This is an optimization exercise on Yosys and OpenROAD, whose aim is small area and a short achievable clock period, not a production implementation. Only simulation tests tie the RTL to the original design; equivalence was not proved.

## nectx
module nectx (
    input             clk,
    input             rst,
    input      [31:0] top,
    input             host_we,
    input      [2:0]  host_addr,
    input      [31:0] host_wdata,
    output reg [31:0] host_rdata,
    output     [31:0] carrier
);
Size in the first run: ~3,300 cells after synthesis, roughly 22,000 um2 of cells after synthesis.
==> flow/config.mk <==
export PLATFORM = sky130hd
export DESIGN_NAME = nectx
export DESIGN_NICKNAME = nectx
export VERILOG_FILES = /design/flow/design.v
export SDC_FILE = /design/flow/constraint.sdc
export NUM_CORES = 4
export LEC_CHECK = 0
export ABC_AREA = 1
export CAP_MARGIN = 20
export CORE_MARGIN = 2
export CORE_UTILIZATION = 40
export SLEW_MARGIN = 20
==> flow/constraint.sdc <==
create_clock -name core_clock -period 40.0 [get_ports {clk}]
set_input_delay 8.0000 -clock core_clock [delete_from_list [all_inputs] [get_ports {clk}]]
set_output_delay 8.0000 -clock core_clock [all_outputs]
set_load 0.01 [all_outputs]
standard.sh (not shown) runs the stock make flow with config.mk's settings and CLKGATE_MAP_FILE= SYNTH_SCRIPT=/design/flow/synth_recipe.tcl, a recipe that flattens the netlist after the stock synthesis.
==> flow/flow/run.sh <==
#!/bin/bash
# The standard layout (the standard.sh: standard synthesis, floorplan,
# placement, CTS, routing), except that the port buffers are buf_2 cells
# instead of the default clkdlybuf4s50_1 delay cells.
set -euo pipefail
export BUFFER_PORTS_ARGS="-buffer_cell sky130_fd_sc_hd__buf_2"
bash standard.sh finish > standard.log 2>&1
The starting point produced a clean layout.
==> next run, changes <==
==> flow/run.sh (new file) <==
#!/bin/bash
# synth_recipe.tcl (not shown) runs the flow's synth.tcl, then flattens the netlist and writes it again
# the make line also repeats each setting of config.mk as NAME=value (left out here)
make -C /OpenROAD-flow-scripts/flow DESIGN_CONFIG=/design/flow/config.mk WORK_HOME=/design/flow/orfs CLKGATE_MAP_FILE= SYNTH_SCRIPT=/design/flow/synth_recipe.tcl finish
Settings changed: CORE_UTILIZATION 40 to 88.
removed: flow/flow/run.sh
removed: flow/standard.sh
Effect:
- Now the flow failed in 3_1_place_gp_skip_io, error GPL-0301
- synthesized area is unchanged
- synthesized cell count stays the same
==> next run, changes <==
==> flow/flow/run.sh (new file) <==
#!/bin/bash
# The standard layout (the standard.sh: standard synthesis, floorplan,
# placement, CTS, routing), except that the port buffers are buf_2 cells
# instead of the default clkdlybuf4s50_1 delay cells, and the resizer's
# setup repair aims for 22.5 ns of slack at the 40 ns clock (a 17.5 ns
# period) instead of 0, so it also sizes up the paths that set the
# achieved period.
set -euo pipefail
export BUFFER_PORTS_ARGS="-buffer_cell sky130_fd_sc_hd__buf_2"
export SETUP_SLACK_MARGIN=22.5
bash standard.sh finish > standard.log 2>&1
==> flow/standard.sh (new file) <==
#!/bin/bash
# synth_recipe.tcl (not shown) runs the flow's synth.tcl, then flattens the netlist and writes it again
# the make line also repeats each setting of config.mk as NAME=value (left out here)
make -C /OpenROAD-flow-scripts/flow DESIGN_CONFIG=/design/flow/config.mk WORK_HOME=/design/flow/orfs CLKGATE_MAP_FILE= SYNTH_SCRIPT=/design/flow/synth_recipe.tcl "${@:-finish}"
Settings changed: CORE_UTILIZATION 88 to 40.
removed: flow/run.sh
The new run produced a clean layout.
Synthesized area does not change.
Synthesized cell count is unchanged.
==> next run, changes <==
==> flow/run.sh (new file) <==
#!/bin/bash
# synth_recipe.tcl (not shown) runs the flow's synth.tcl, then flattens the netlist and writes it again
# the make line also repeats each setting of config.mk as NAME=value (left out here)
make -C /OpenROAD-flow-scripts/flow DESIGN_CONFIG=/design/flow/config.mk WORK_HOME=/design/flow/orfs CLKGATE_MAP_FILE= SYNTH_SCRIPT=/design/flow/synth_recipe.tcl finish
Settings changed: CORE_UTILIZATION 40 to 75.
removed: flow/flow/run.sh
removed: flow/standard.sh
Result: The new run finished with timing, DRC and antenna clean; routed wire length grows by 14%; synthesized area does not change; non-clock buffer count shrinks by 2; clock-buffer cell count shrinks by 3; cell area grows by about 0.6%; worst hold slack barely changes; via count grows by 14%; setup slack degrades by 1.4 ns.

port drivers added, routing unchanged:
No port has a modelled driver above. Below, the same layouts with a new extraction and two added sets of constraints. Step 1, drivers: a clkbuf_16 drives clk and a buf_2 each remaining input, both assumed. Step 2 moves the port delays by t, midway between the first and last clock arrival at a register: inputs arrive t later, outputs are due t later. That takes back most of the time a late clock gives input paths. Three values: ideal ports, drivers, drivers and shift; two values: the first two.
| run | shift t [ns] | setup WS [ns] | pins driven straight from the clock port |
|---|---|---|---|
| the first run | 0.625 | 22.020 / 22.000 / 22.000 | 1 |
| the third run | 0.624 | 22.634 / 22.614 / 22.614 | 1 |
| the fourth run | 0.605 | 21.259 / 21.237 / 21.237 | 1 |
After both steps every run listed still meets setup and hold. For the fourth run, which loses most, drivers alone change the setup slack by -0.022 ns; drivers and shift together by -0.022 ns.
